This design comes from an exercise in tuning for a short achievable clock period and few clock cycles on the open sky130 flow, not from production work. Function was checked by simulation only, so behaviour that the tests miss may differ from the original. Power figures rest on the tool's default switching activity, not on a simulated workload.

==> flow/design.v <==
module dcpu16_div (
    input  wire        clk,
    input  wire        rst,
    input  wire        start,
    input  wire [15:0] num,
    input  wire [15:0] den,
    output reg         busy,
    output reg  [31:0] quot,
    output reg  [15:0] rem16
);
    reg [15:0] r;
    reg [15:0] n;
    reg [15:0] d;
    reg [3:0]  cnt;
    wire [16:0] s1  = {r, n[15]};
    wire [16:0] t1  = s1 - {1'b0, d};
    wire        g1  = !t1[16];
    wire [15:0] r1  = g1 ? t1[15:0] : s1[15:0];
    wire [16:0] s2  = {r1, n[14]};
    wire [16:0] t2  = s2 - {1'b0, d};
    wire        g2  = !t2[16];
    wire [15:0] r2  = g2 ? t2[15:0] : s2[15:0];
    always @(posedge clk) begin
        if (rst) begin
            busy  <= 1'b0;
            cnt   <= 4'd0;
            r     <= 16'd0;
            n     <= 16'd0;
            d     <= 16'd0;
            quot  <= 32'd0;
            rem16 <= 16'd0;
        end else if (start) begin
            busy <= 1'b1;
            cnt  <= 4'd0;
            r    <= 16'd0;
            n    <= num;
            d    <= den;
            quot <= 32'd0;
        end else if (busy) begin
            r    <= r2;
            n    <= {n[13:0], 2'b00};
            quot <= {quot[29:0], g1, g2};
            if (cnt == 4'd7)
                rem16 <= r2;
            cnt <= cnt + 4'd1;
            if (cnt == 4'd15)
                busy <= 1'b0;
        end
    end
endmodule
module dcpu16_core (
    input  wire        clk,
    input  wire        rst,
    output reg         mem_req,
    output reg         mem_we,
    output reg  [15:0] mem_addr,
    output reg  [15:0] mem_wdata,
    input  wire        mem_ready,
    input  wire [15:0] mem_rdata,
    output wire        halted,
    output wire        fault,
    input  wire [3:0]  dbg_sel,
    output reg  [15:0] dbg_data
);
    localparam OP_SET = 5'h01, OP_ADD = 5'h02, OP_SUB = 5'h03, OP_MUL = 5'h04,
               OP_MLI = 5'h05, OP_DIV = 5'h06, OP_DVI = 5'h07, OP_MOD = 5'h08,
               OP_MDI = 5'h09, OP_AND = 5'h0A, OP_BOR = 5'h0B, OP_XOR = 5'h0C,
               OP_SHR = 5'h0D, OP_ASR = 5'h0E, OP_SHL = 5'h0F, OP_IFB = 5'h10,
               OP_IFC = 5'h11, OP_IFE = 5'h12, OP_IFN = 5'h13, OP_IFG = 5'h14,
               OP_IFA = 5'h15, OP_IFL = 5'h16, OP_IFU = 5'h17, OP_ADX = 5'h1A,
               OP_SBX = 5'h1B, OP_STI = 5'h1E, OP_STD = 5'h1F;
    localparam B_IDLE = 3'd0,   
               B_RA   = 3'd1,   
               B_RB   = 3'd2,   
               B_WT   = 3'd3,   
               B_MUL  = 3'd4,   
               B_DST  = 3'd5,   
               B_DIV  = 3'd6,   
               B_EX   = 3'd7;   
    localparam R_SP = 4'd8, R_PC = 4'd9, R_EX = 4'd10;
    reg [15:0] gpr [0:7];
    reg [15:0] pc, sp, ex;
    reg        skip;
    reg [31:0] cycles;
    reg        halt_r, fault_r;
    reg [15:0] q0, q1, q2, q3;   
    reg [2:0]  qn;               
    reg [15:0] fa;               
    reg        fpend;            
    reg        wb_v;
    reg [15:0] wb_addr, wb_data;
    reg [2:0]  bs;
    reg [4:0]  b_op;         
    reg        b_jsr;        
    reg        b_amem;       
    reg        b_bread;      
    reg        b_bmem;       
    reg        b_breg_v;     
    reg [3:0]  b_breg;
    reg [15:0] aaddr, baddr, va, vb, b_pcn;
    reg        capa, capb;   
    reg [7:0]  b_wmask;
    reg        b_wex;
    reg        b_block;      
    reg [31:0] pp0, pp1;
    integer i;
    function needs_nw(input [5:0] c);
        needs_nw = (c >= 6'h10 && c <= 6'h17) || c == 6'h1A || c == 6'h1E || c == 6'h1F;
    endfunction
    function [3:0] cost(input basic, input [4:0] o);
        if (!basic) cost = 4'd3;                         
        else case (o)
            OP_SET: cost = 4'd1;
            OP_ADD, OP_SUB, OP_MUL, OP_MLI: cost = 4'd2;
            OP_DIV, OP_DVI, OP_MOD, OP_MDI: cost = 4'd3;
            OP_AND, OP_BOR, OP_XOR, OP_SHR, OP_ASR, OP_SHL: cost = 4'd1;
            OP_ADX, OP_SBX: cost = 4'd3;
            OP_STI, OP_STD: cost = 4'd2;
            default: cost = 4'd2;                        
        endcase
    endfunction
    wire [4:0] d_o     = q0[4:0];
    wire [4:0] d_bc    = q0[9:5];
    wire [5:0] d_ac    = q0[15:10];
    wire       d_basic = d_o != 5'd0;
    wire       d_halt  = !d_basic && d_bc == 5'd0;
    wire       d_jsr   = !d_basic && d_bc == 5'd1;
    wire       d_legal = d_basic ? !(d_o == 5'h18 || d_o == 5'h19 || d_o == 5'h1C || d_o == 5'h1D)
                                 : d_jsr;
    wire       d_cond  = d_basic && d_o >= OP_IFB && d_o <= OP_IFU;
    wire       d_move  = d_basic && (d_o == OP_SET || d_o == OP_STI || d_o == OP_STD);
    wire       d_na    = needs_nw(d_ac);
    wire       d_nb    = d_basic && needs_nw({1'b0, d_bc});
    wire [1:0] d_nt    = {1'b0, d_na} + {1'b0, d_nb};
    wire [2:0] d_len   = {1'b0, d_nt} + 3'd1;
    wire       d_avail = qn >= d_len;
    wire [15:0] d_nwa  = q1;
    wire [15:0] d_nwb  = d_na ? q2 : q1;
    wire [15:0] d_pcn  = pc + {13'd0, d_len};
    wire       d_pop   = d_ac == 6'h18;
    wire       d_push  = d_basic && d_bc == 5'h18;
    wire [15:0] sp_p1  = sp + 16'd1;
    wire [15:0] sp_m1  = sp - 16'd1;
    wire [15:0] d_spadj = (d_pop && !d_push) ? sp_p1 : (d_push && !d_pop) ? sp_m1 : sp;
    reg        da_mem;
    reg [15:0] da_addr, da_val;
    wire [15:0] da_base = d_ac == 6'h1A ? sp : gpr[d_ac[2:0]];
    wire [15:0] da_sum  = da_base + d_nwa;
    always @(*) begin
        da_mem  = 1'b1;
        da_addr = gpr[d_ac[2:0]];
        da_val  = gpr[d_ac[2:0]];
        if (d_ac <= 6'h07)      da_mem = 1'b0;
        else if (d_ac <= 6'h0F) da_addr = gpr[d_ac[2:0]];
        else if (d_ac <= 6'h17) da_addr = da_sum;
        else if (d_ac == 6'h18) da_addr = sp;
        else if (d_ac == 6'h19) da_addr = sp;
        else if (d_ac == 6'h1A) da_addr = da_sum;
        else if (d_ac == 6'h1B) begin da_mem = 1'b0; da_val = d_spadj; end
        else if (d_ac == 6'h1C) begin da_mem = 1'b0; da_val = d_pcn; end
        else if (d_ac == 6'h1D) begin da_mem = 1'b0; da_val = ex; end
        else if (d_ac == 6'h1E) da_addr = d_nwa;
        else if (d_ac == 6'h1F) begin da_mem = 1'b0; da_val = d_nwa; end
        else begin da_mem = 1'b0; da_val = {10'd0, d_ac} - 16'h0021; end
    end
    reg        db_mem, db_reg;
    reg [3:0]  db_regn;
    reg [15:0] db_addr, db_val;
    wire [15:0] db_base = d_bc == 5'h1A ? sp : gpr[d_bc[2:0]];
    wire [15:0] db_sum  = db_base + d_nwb;
    always @(*) begin
        db_mem  = 1'b1;
        db_reg  = 1'b0;
        db_regn = {1'b0, d_bc[2:0]};
        db_addr = gpr[d_bc[2:0]];
        db_val  = gpr[d_bc[2:0]];
        if (d_bc <= 5'h07)      begin db_mem = 1'b0; db_reg = 1'b1; end
        else if (d_bc <= 5'h0F) db_addr = gpr[d_bc[2:0]];
        else if (d_bc <= 5'h17) db_addr = db_sum;
        else if (d_bc == 5'h18) db_addr = sp_m1;
        else if (d_bc == 5'h19) db_addr = sp;
        else if (d_bc == 5'h1A) db_addr = db_sum;
        else if (d_bc == 5'h1B) begin db_mem = 1'b0; db_reg = 1'b1; db_regn = R_SP; db_val = d_spadj; end
        else if (d_bc == 5'h1C) begin db_mem = 1'b0; db_reg = 1'b1; db_regn = R_PC; db_val = d_pcn; end
        else if (d_bc == 5'h1D) begin db_mem = 1'b0; db_reg = 1'b1; db_regn = R_EX; db_val = ex; end
        else if (d_bc == 5'h1E) db_addr = d_nwb;
        else begin db_mem = 1'b0; db_val = d_nwb; end    
    end
    wire [7:0] d_rmask = ((d_ac <= 6'h17) ? (8'd1 << d_ac[2:0]) : 8'd0)
                       | ((d_basic && d_bc <= 5'h17) ? (8'd1 << d_bc[2:0]) : 8'd0);
    wire       d_rex   = d_ac == 6'h1D || (d_basic && d_bc == 5'h1D);
    wire       d_wb_bmem = d_basic && !d_cond && db_mem;
    wire       d_wb_reg  = d_basic && !d_cond && db_reg;
    wire       d_ex_op   = d_o == OP_ADD || d_o == OP_SUB || d_o == OP_MUL || d_o == OP_MLI ||
                           d_o == OP_DIV || d_o == OP_DVI || d_o == OP_SHR || d_o == OP_ASR ||
                           d_o == OP_SHL || d_o == OP_ADX || d_o == OP_SBX;
    wire [7:0] d_wmask = ((d_wb_reg && !db_regn[3]) ? (8'd1 << db_regn[2:0]) : 8'd0)
                       | ((d_basic && (d_o == OP_STI || d_o == OP_STD)) ? 8'hC0 : 8'd0);
    wire       d_wex   = d_basic && ((d_ex_op) || (d_wb_reg && db_regn == R_EX));
    wire       d_block = !d_basic || d_cond || d_wb_bmem ||
                         (d_wb_reg && (db_regn == R_SP || db_regn == R_PC));
    wire       d_early_br = d_basic && d_o == OP_SET && d_bc == 5'h1C && !da_mem;
    wire       d_mul = d_basic && (d_o == OP_MUL || d_o == OP_MLI);
    wire       d_div = d_basic && d_o >= OP_DIV && d_o <= OP_MDI;
    wire       d_bread = db_mem && !d_move && d_basic;
    wire       stopped  = halt_r || fault_r;
    wire       be_last  = bs == B_EX && !wb_v && !b_block;      
    wire       be_free  = bs == B_IDLE || be_last;
    wire       hazard   = bs == B_EX &&
                          ((d_rmask & b_wmask) != 8'd0 || (d_rex && b_wex));
    wire [15:0] wb_off  = wb_addr - pc;
    wire [15:0] fa_off  = fa - pc;
    wire       wr_hit   = wb_v && wb_off < fa_off;
    wire       d_stop   = qn != 3'd0 && (d_halt || !d_legal);
    wire       dec_go   = !stopped && qn != 3'd0 && !d_halt && d_legal && d_avail &&
                          be_free && !wr_hit && !(hazard && !skip);
    wire       dec_exec = dec_go && !skip;                        
    wire       dec_be   = dec_exec && !d_early_br;                
    wire       stop_go  = !stopped && d_stop && bs == B_IDLE && !wb_v;
    wire        div_signed = b_op == OP_DVI || b_op == OP_MDI;
    wire        neg_b      = div_signed && vb[15];
    wire        neg_a      = div_signed && va[15];
    wire [15:0] div_num    = neg_b ? 16'd0 - vb : vb;
    wire [15:0] div_den    = neg_a ? 16'd0 - va : va;
    wire        div_start  = bs == B_DST && va != 16'd0;
    wire        div_busy;
    wire [31:0] div_quot;
    wire [15:0] div_rem;
    dcpu16_div u_div (
        .clk   (clk),
        .rst   (rst),
        .start (div_start),
        .num   (div_num),
        .den   (div_den),
        .busy  (div_busy),
        .quot  (div_quot),
        .rem16 (div_rem)
    );
    wire        mli = b_op == OP_MLI;
    wire signed [16:0] mul_a  = {mli && va[15], va};
    wire signed [9:0]  mul_bl = {2'b00, vb[7:0]};
    wire signed [8:0]  mul_bh = {mli && vb[15], vb[15:8]};
    wire signed [31:0] pp0_t  = mul_a * mul_bl;
    wire signed [31:0] pp1_t  = mul_a * mul_bh;
    wire [31:0] mul_t = pp0 + {pp1[23:0], 8'd0};
    reg  [15:0] alu_res;
    reg  [15:0] alu_ex;
    reg         alu_ex_we;
    reg         alu_cond;
    wire [16:0] add_t  = {1'b0, vb} + {1'b0, va};
    wire [16:0] sub_t  = {1'b0, vb} - {1'b0, va};
    wire [17:0] adx_t  = {2'b0, vb} + {2'b0, va} + {2'b0, ex};
    wire [17:0] sbx_t  = {2'b0, vb} - {2'b0, va} + {2'b0, ex};
    wire        sh_big  = va >= 16'd32;
    wire [31:0] shr_t   = {vb, 16'h0000} >> va[4:0];
    wire [31:0] shl_t   = {16'h0000, vb} << va[4:0];
    wire signed [15:0] asr_s = $signed(vb) >>> va[3:0];
    wire [15:0] asr_r   = va >= 16'd16 ? {16{vb[15]}} : asr_s;
    wire        div_neg = neg_a ^ neg_b;
    always @(*) begin
        alu_res   = va;
        alu_ex    = 16'd0;
        alu_ex_we = 1'b0;
        alu_cond  = 1'b1;
        case (b_op)
            OP_SET, OP_STI, OP_STD: alu_res = va;
            OP_ADD: begin alu_res = add_t[15:0]; alu_ex = {15'd0, add_t[16]}; alu_ex_we = 1'b1; end
            OP_SUB: begin alu_res = sub_t[15:0]; alu_ex = {16{sub_t[16]}};    alu_ex_we = 1'b1; end
            OP_MUL, OP_MLI: begin
                alu_res = mul_t[15:0]; alu_ex = mul_t[31:16]; alu_ex_we = 1'b1;
            end
            OP_DIV: begin
                alu_ex_we = 1'b1;
                if (va == 16'd0) begin alu_res = 16'd0; alu_ex = 16'd0; end
                else begin alu_res = div_quot[31:16]; alu_ex = div_quot[15:0]; end
            end
            OP_DVI: begin
                alu_ex_we = 1'b1;
                if (va == 16'd0) begin alu_res = 16'd0; alu_ex = 16'd0; end
                else begin
                    alu_res = div_neg ? 16'd0 - div_quot[31:16] : div_quot[31:16];
                    alu_ex  = div_neg ? 16'd0 - div_quot[15:0]  : div_quot[15:0];
                end
            end
            OP_MOD: alu_res = va == 16'd0 ? 16'd0 : div_rem;
            OP_MDI: alu_res = va == 16'd0 ? 16'd0 : (neg_b ? 16'd0 - div_rem : div_rem);
            OP_AND: alu_res = vb & va;
            OP_BOR: alu_res = vb | va;
            OP_XOR: alu_res = vb ^ va;
            OP_SHR: begin
                alu_ex_we = 1'b1;
                alu_res = sh_big ? 16'd0 : shr_t[31:16];
                alu_ex  = sh_big ? 16'd0 : shr_t[15:0];
            end
            OP_ASR: begin
                alu_ex_we = 1'b1;
                alu_res = asr_r;
                alu_ex  = sh_big ? 16'd0 : shr_t[15:0];
            end
            OP_SHL: begin
                alu_ex_we = 1'b1;
                alu_res = sh_big ? 16'd0 : shl_t[15:0];
                alu_ex  = sh_big ? 16'd0 : shl_t[31:16];
            end
            OP_IFB: alu_cond = (vb & va) != 16'd0;
            OP_IFC: alu_cond = (vb & va) == 16'd0;
            OP_IFE: alu_cond = vb == va;
            OP_IFN: alu_cond = vb != va;
            OP_IFG: alu_cond = vb > va;
            OP_IFA: alu_cond = $signed(vb) > $signed(va);
            OP_IFL: alu_cond = vb < va;
            OP_IFU: alu_cond = $signed(vb) < $signed(va);
            OP_ADX: begin
                alu_res = adx_t[15:0]; alu_ex = adx_t[17:16] != 2'd0 ? 16'd1 : 16'd0; alu_ex_we = 1'b1;
            end
            OP_SBX: begin
                alu_res = sbx_t[15:0]; alu_ex_we = 1'b1;
                if (sbx_t[17])      alu_ex = 16'hFFFF;
                else if (sbx_t[16]) alu_ex = 16'h0001;
                else                alu_ex = 16'h0000;
            end
            default: ;
        endcase
    end
    wire b_cond = b_op >= OP_IFB && b_op <= OP_IFU;
    wire ex_go  = bs == B_EX && !wb_v;
    wire fetch_en = !stopped && ({1'b0, qn} + {3'd0, fpend}) <= 4'd3;
    always @(*) begin
        mem_req   = 1'b0;
        mem_we    = 1'b0;
        mem_addr  = fa;
        mem_wdata = wb_data;
        if (wb_v) begin
            mem_req = 1'b1; mem_we = 1'b1; mem_addr = wb_addr;
        end else if (bs == B_RA) begin
            mem_req = 1'b1; mem_addr = aaddr;
        end else if (bs == B_RB) begin
            mem_req = 1'b1; mem_addr = baddr;
        end else if (fetch_en) begin
            mem_req = 1'b1; mem_addr = fa;
        end
    end
    wire wr_acc    = wb_v && mem_ready;
    wire ra_acc    = !wb_v && bs == B_RA && mem_ready;
    wire rb_acc    = !wb_v && bs == B_RB && mem_ready;
    wire fetch_acc = !wb_v && bs != B_RA && bs != B_RB && fetch_en && mem_ready;
    assign halted = halt_r;
    assign fault  = fault_r;
    always @(*) begin
        case (dbg_sel)
            4'd8:    dbg_data = pc;
            4'd9:    dbg_data = sp;
            4'd10:   dbg_data = ex;
            4'd11:   dbg_data = cycles[15:0];
            4'd12:   dbg_data = cycles[31:16];
            4'd13, 4'd14, 4'd15: dbg_data = 16'd0;
            default: dbg_data = gpr[dbg_sel[2:0]];
        endcase
    end
    wire       ex_br    = ex_go && (b_jsr || (b_breg_v && b_breg == R_PC && !b_cond));
    wire [15:0] ex_tgt  = b_jsr ? va : alu_res;
    wire       dec_br   = dec_exec && d_early_br;
    wire       flush    = ex_br || dec_br || wr_hit;
    wire [15:0] flush_to = ex_br ? ex_tgt : dec_br ? da_val : pc;
    wire [2:0] cons = dec_go ? d_len : 3'd0;
    wire [2:0] qrem = qn - cons;
    wire [15:0] qarr [0:6];
    assign qarr[0] = q0; assign qarr[1] = q1; assign qarr[2] = q2; assign qarr[3] = q3;
    assign qarr[4] = mem_rdata; assign qarr[5] = mem_rdata; assign qarr[6] = mem_rdata;
    function [15:0] qsel(input [2:0] k);
        qsel = ({1'b0, k} < {1'b0, qn}) ? qarr[k] : mem_rdata;
    endfunction
    always @(posedge clk) begin
        if (rst) begin
            q0 <= 16'd0; q1 <= 16'd0; q2 <= 16'd0; q3 <= 16'd0;
            qn <= 3'd0; fa <= 16'd0; fpend <= 1'b0;
        end else begin
            q0 <= qsel(cons);
            q1 <= qsel(cons + 3'd1);
            q2 <= qsel(cons + 3'd2);
            q3 <= qsel(cons + 3'd3);
            if (flush) begin
                qn    <= 3'd0;
                fpend <= 1'b0;
                fa    <= flush_to;
            end else begin
                qn    <= qrem + {2'd0, fpend};
                fpend <= fetch_acc;
                if (fetch_acc) fa <= fa + 16'd1;
            end
        end
    end
    always @(posedge clk) begin
        if (rst) begin
            for (i = 0; i < 8; i = i + 1) gpr[i] <= 16'd0;
            pc      <= 16'd0;
            sp      <= 16'd0;
            ex      <= 16'd0;
            skip    <= 1'b0;
            cycles  <= 32'd0;
            halt_r  <= 1'b0;
            fault_r <= 1'b0;
            wb_v    <= 1'b0;
            wb_addr <= 16'd0;
            wb_data <= 16'd0;
            bs      <= B_IDLE;
            b_op    <= 5'd0;
            b_jsr   <= 1'b0;
            b_amem  <= 1'b0;
            b_bread <= 1'b0;
            b_bmem  <= 1'b0;
            b_breg_v <= 1'b0;
            b_breg  <= 4'd0;
            aaddr   <= 16'd0;
            baddr   <= 16'd0;
            va      <= 16'd0;
            vb      <= 16'd0;
            b_pcn   <= 16'd0;
            capa    <= 1'b0;
            capb    <= 1'b0;
            b_wmask <= 8'd0;
            b_wex   <= 1'b0;
            b_block <= 1'b0;
            pp0     <= 32'd0;
            pp1     <= 32'd0;
        end else begin
            if (stop_go) begin
                if (d_halt) halt_r  <= 1'b1;
                else        fault_r <= 1'b1;
            end
            if (wr_acc) wb_v <= 1'b0;
            capa <= ra_acc;
            capb <= rb_acc;
            if (capa) va <= mem_rdata;
            if (capb) vb <= mem_rdata;
            case (bs)
                B_RA: if (ra_acc) bs <= b_bread ? B_RB : B_WT;
                B_RB: if (rb_acc) bs <= B_WT;
                B_WT: bs <= (b_op == OP_MUL || b_op == OP_MLI) && !b_jsr ? B_MUL :
                            (b_op >= OP_DIV && b_op <= OP_MDI && !b_jsr) ? B_DST : B_EX;
                B_MUL: begin
                    pp0 <= pp0_t;
                    pp1 <= pp1_t;
                    bs  <= B_EX;
                end
                B_DST: bs <= va != 16'd0 ? B_DIV : B_EX;
                B_DIV: if (!div_busy) bs <= B_EX;
                B_EX: if (ex_go) bs <= B_IDLE;
                default: ;
            endcase
            if (ex_go) begin
                if (b_jsr) begin
                    sp      <= sp_m1;
                    wb_v    <= 1'b1;
                    wb_addr <= sp_m1;
                    wb_data <= b_pcn;
                    pc      <= va;
                end else if (b_cond) begin
                    if (!alu_cond) skip <= 1'b1;
                end else begin
                    if (b_breg_v) begin
                        case (b_breg)
                            R_SP:    sp <= alu_res;
                            R_PC:    pc <= alu_res;
                            R_EX:    ex <= alu_res;
                            default: gpr[b_breg[2:0]] <= alu_res;
                        endcase
                    end
                    if (b_bmem) begin
                        wb_v    <= 1'b1;
                        wb_addr <= baddr;
                        wb_data <= alu_res;
                    end
                    if (alu_ex_we) ex <= alu_ex;
                    if (b_op == OP_STI || b_op == OP_STD) begin
                        gpr[6] <= ((b_breg_v && b_breg == 4'd6) ? alu_res : gpr[6])
                                  + (b_op == OP_STI ? 16'd1 : 16'hFFFF);
                        gpr[7] <= ((b_breg_v && b_breg == 4'd7) ? alu_res : gpr[7])
                                  + (b_op == OP_STI ? 16'd1 : 16'hFFFF);
                    end
                end
            end
            if (dec_go) begin
                if (skip) begin
                    pc     <= pc + {13'd0, d_len};
                    skip   <= d_cond;
                    cycles <= cycles + 32'd1;
                end else begin
                    cycles <= cycles + {30'd0, d_nt} + {28'd0, cost(d_basic, d_o)};
                    sp     <= d_spadj;
                    pc     <= d_early_br ? da_val : d_pcn;
                end
            end
            if (dec_be) begin
                b_op     <= d_o;
                b_jsr    <= !d_basic;
                b_amem   <= da_mem;
                b_bread  <= d_bread;
                b_bmem   <= d_wb_bmem;
                b_breg_v <= d_wb_reg;
                b_breg   <= db_regn;
                aaddr    <= da_addr;
                baddr    <= db_addr;
                if (!da_mem) va <= da_val;
                if (!db_mem) vb <= db_val;
                b_pcn    <= d_pcn;
                b_wmask  <= d_wmask;
                b_wex    <= d_wex;
                b_block  <= d_block;
                bs <= da_mem ? B_RA :
                      d_bread ? B_RB :
                      d_mul ? B_MUL :
                      d_div ? B_DST : B_EX;
            end
        end
    end
endmodule
==> flow/run.sh <==
#!/bin/bash
# synth_recipe.tcl (not shown) runs the flow's synth.tcl, then flattens the netlist and writes it again
# the make line also repeats each setting of config.mk as NAME=value (left out here)
make -C /OpenROAD-flow-scripts/flow DESIGN_CONFIG=/design/flow/config.mk WORK_HOME=/design/flow/orfs CLKGATE_MAP_FILE= SYNTH_SCRIPT=/design/flow/synth_recipe.tcl finish
==> flow/config.mk <==
export PLATFORM = sky130hd
export DESIGN_NAME = dcpu16_core
export DESIGN_NICKNAME = dcpu16_core
export VERILOG_FILES = /design/flow/design.v
export SDC_FILE = /design/flow/constraint.sdc
export NUM_CORES = 4
export LEC_CHECK = 0
export CAP_MARGIN = 20
export CORE_MARGIN = 2
export CORE_UTILIZATION = 40
export SETUP_SLACK_MARGIN = 4.0
export SLEW_MARGIN = 20
==> flow/constraint.sdc <==
create_clock -name core_clock -period 10.0 [get_ports {clk}]
set_input_delay 2.0000 -clock core_clock [delete_from_list [all_inputs] [get_ports {clk}]]
set_output_delay 2.0000 -clock core_clock [all_outputs]
set_load 0.01 [all_outputs]
==> metrics list <==
- Status: complete, no violations
* Clk Tree Root Cell: sky130_fd_sc_hd__clkbuf_16
* Design internal power: 9860 uW
- Ys Warns: 2
- Share of layout cells above drive strength 1: 15.4%
- Post-Route Skew: around 33 ps
* Initial antenna violation count: 34
- Fill cells in the final layout number 14800.
- Top cell type by total area after synthesis: sky130_fd_sc_hd__dfxtp_1
- Die footprint: about 0.16 mm^2
- The final-report max-slew violation count is 0.
- Parity-gate share of the synthesized area counting xor and xnor cells: 4.71%
* WP data required: 10440 ps
* Asr flop ratio synth: 0%
- Dividing the synthesized area by the synthesized cell count gives roughly 8.0 um^2.
- Number of setup violations in the final report: 0
- The setup path with the least slack is of type reg2reg.
- Worst hold slack: 456 ps
- The number of global-route vias before repair came to 60300.
- Measured against the total synthesized area, the mux share comes to 8.37%.
- In this run the standard cell core region covers 0.152 mm^2.
* Top-level port count: 75
- Dominant combinational cell family by area after synthesis: compound AO/OA/AOI/OAI gates
- The number of hold violations in the final report was 0.
* Net Sw Frac: a little under three fifths
- The worst hold path belongs to the class reg2reg.
- Once routing completed, OpenROAD measured the worst setup slack at about 3800 ps.
- Area of all sequential standard cells: 0.0133 mm^2
- Timing analysis after detailed placement gives a worst setup slack of 1700 ps.
- The synthesized netlist devotes 18.7% of its cell area to simple gates.
* Fin cells: 9885
* Sequential group share of total power: 15.2%
- Routed WL per cell: 31.3 um
* Clock tree from TritonCTS: yes
* Die boundary width: 395 um
* Cell with the largest stage delay on the worst path: sky130_fd_sc_hd__nor4b_4
- For this block, the initial DRC count from the detailed router was 10400.
- Relative slew slack: 10.6%
- For this block, the routed nets add up to roughly 310 mm of wire.
* Count leader, synth: sky130_fd_sc_hd__nor2_1
- VDD sags by at most 0.308 mV.
- In this run the power density over the cells is 307 mW/mm^2.
- Total CTS buffers: 77
- Max-cap violations in this run came to 0.
- At the worst endpoint, the arrival time is between 6000 and 7000 ps.
- Once layout is done, the placed cells without fillers occupy ~0.072 mm^2.
- Achievable clock frequency: 161 MHz
- The worst setup path is launched from a flop.
* Multi-input gate area in the final layout: 0.0460 mm^2
* Most used standard cells in the synthesized netlist: sky130_fd_sc_hd__nor2_1, sky130_fd_sc_hd__nand2_1, sky130_fd_sc_hd__a21oi_1
- Using the TritonRoute via totals, the vias-per-cell ratio works out to 6.63.
- Row count: 143
* Area fraction in compound gates after synthesis: 23.6%
- After Yosys synthesis, full adders, half adders and majority gates account for 16.4% of the synthesized area.
- The first TritonRoute pass finished after 10 iterations.
* Die Y-Extent: roughly 400 um
- The initial utilization of the core area, before any placement, comes to 40.3%.
- The congestion estimate from routability-driven global placement came to around 1.1.
- In this run the deepest clock path goes through 3 buffers.
- Unrepaired setup endpoints after global routing: yes
- Ratio of final minimum period to clock period: 62.1%
- At the pin with the least slew margin, the transition time is 1340 ps.
* Synthesized area: between 0.06 and 0.07 mm^2
- For the finished layout, the period the worst path requires is 6210 ps.
* Post-synth net total: between 8000 and 9000
* Crit. End Element: flop
- In the synthesized netlist, the number of instances is ~7700.
- After detailed routing, the number of remaining DRC violations is 0.
- For this design the total switching power over the nets is 12100 uW.
- Along the worst path, the maximum fanout reaches 4.
- Port-buffer cells: 74
- Along the worst hold path, the cell count comes to 2.
- Adding up every negative setup slack in the final design gives 0 ps.
* CTS H-tree depth: 3
- Global-route usage over all layers: roughly 38%
- Counting distinct cell types in the post-synthesis netlist gives around 120.
* GR Overflow Total: 0
- Among all flip-flop cells after synthesis, the most frequent one is sky130_fd_sc_hd__dfxtp_1.
- Clock share of power: between 10% and 20%
* Register area share after synthesis: 21.6%
* Number of nets still failing antenna checks after routing: 0
* Combinational Power Share: 71.7%
- The first global-routing pass estimated 433 mm of wire.
- Sorting the synthesized cells by area gives the leading types as sky130_fd_sc_hd__dfxtp_1, sky130_fd_sc_hd__fa_1, sky130_fd_sc_hd__ha_1.
* Crit path largest cell delay: ~460 ps
- Clock insertion delay at the later pin of the skew report: 730 ps
- Once placement completed, the tool counted placed cells totaling 9469.
* Total number of nets in the final design: 8444
- Pin count of the biggest net entering global routing: 140
- HPWL after detailed placement: 223 mm
* Total placed instance area: roughly 0.064 mm^2
* Seq cells post-synth: 595
- P_leak: about 0.028 uW
- From synthesis to final layout, the design area changed by 17.0%.
- The routed layout has roughly 66000 vias.
* Number of sinks driven by the clock tree: 595
- Clock transition at the registers of the reported paths: 60 ps
* Count of flip-flops with a built-in enable after synthesis: 128
- The worst register-to-register path has a depth of 28.
- In this run the biggest area consumer among cell types represents 15.3% of the synthesized area.
-- flip-flops by register name, indices dropped and copies added (netlist names), 24 cells and up, named ones only --
signal,count
pp1,24
gpr,128
u_div.quot,32
pp0,26
cycles,32
-- per-stage QoR --
stage          utilization (%)  total power (uW)
2_1_floorplan                -             11400
5_1_grt                   47.1             22600
6_report                  47.1             22000
3_3_place_gp              42.4             16200
3_5_place_dp              42.5             16300
4_1_cts                   45.8             20200
-- worst max-delay path: cells and delay by family (launching register included) --
| kind | cells | cell delay, ps |
|---|---|---|
| AOI/OAI and AO/OA | 12 | 2190 |
| DFF | 1 | 360 |
| and+or+nand+nor | 6 | 1060 |
| xor gates and xnor gates | 2 | 340 |
| adders and majority gates | 4 | 1300 |
| buffers and inverters | 4 | 650 |
-- power groups by stage --
stage	Sequential, uW	Clock, uW	Combinational [uW]
3_5_place_dp	3350	0	12900
5_1_grt	3340	2980	16200
3_3_place_gp	3340	0	12900
4_1_cts	3280	2890	14100
2_1_floorplan	3070	0	8350
6_report	3350	2880	15800
-- layer usage --
layer / vias to the layer above / part of all wire, % / GRT usage (%)
met2: 4666 / 39 / 52.0
met4: 40 / 7.4 / 22.3
met1: 31800 / 38 / 48.6
met3: 1118 / 15 / 15.7
met5: - / 0.14 / 0
li1: 28000 / - / -
-- final timing paths --
kind	from	end	slack [ps]
setup reg to reg	vb[0]	gpr[6][13]	3790
hold / removal	aaddr[6]	aaddr[6]	460
setup / recovery	vb[0]	gpr[6][13]	3790
hold reg to reg	aaddr[6]	aaddr[6]	460
-- cell families after synthesis --
logic type                 Yosys count
and+or+nand+nor                   2556
adders and majority gates          647
muxes                              358
xor gates and xnor gates           328
buffers and inverters             1050
AOI/OAI and AO/OA                 2150
DFF                                595
-- layout by cell type, fill, tap and decap left out, drive strengths merged, types with 92 or more instances in the layout --
| cell | count |
|---|---|
| a21oi | 531 |
| ha | 386 |
| mux2i | 183 |
| o22ai | 109 |
| edfxtp | 128 |
| fa | 261 |
| o21ai | 401 |
| inv | 480 |
| nor2 | 1020 |
| xnor2 | 216 |
| buf | 472 |
| nand3 | 142 |
| dfxtp | 467 |
| a22oi | 92 |
| a211oi | 252 |
| mux4 | 117 |
| nand2 | 767 |
| nor3 | 169 |
| clkbuf | 119 |
| xor2 | 112 |
-- cell type report --
cell class                      count  share of cell area [%]
Antenna cell                       18                  0.0629
Tap cell                         2030                    3.55
Sequential cell                   595                    18.6
Inverter                          497                    2.76
Timing Repair Buffer              558                    7.37
Clock buffer                      107                    2.99
Clock inverter                     35                   0.507
Multi-Input combinational cell   6045                    64.2
-- repair_timing --
action,4_1_cts,5_1_grt
endpoints found under the hold margin,0,0
endpoints found under the setup margin,344,241
buffers inserted,125,108
hold buffers,0,0
gates resized for setup,327,245
pin swaps,88,127
gates cloned,12,10
Testbench counts, summed over its fixed seeds: cycles 119,458.

## port drivers added, routing unchanged
In the flow no input, the clock included, has a driving cell. The finished layout below was timed again as built, in two steps.
Step 1, drivers: a clkbuf_16 drives clk and a buf_2 each remaining input, both assumed.
Step 2, shift: input delay + t, output delay - t, t = (earliest + latest rising clock arrival at the registers) / 2. This alone moves slack from input paths to output paths.
Slacks: ideal / step 1 / step 2; pairs: ideal / step 1.
t (ns): 0.799
slack for setup (ns): 3.794 / 3.794 / 3.794
clock arrival spread, ns: 0.040 / 0.040
After both steps setup and hold are still met in this run. For this run, drivers alone change the setup slack by 0.000 ns; drivers and shift together by 0.000 ns.
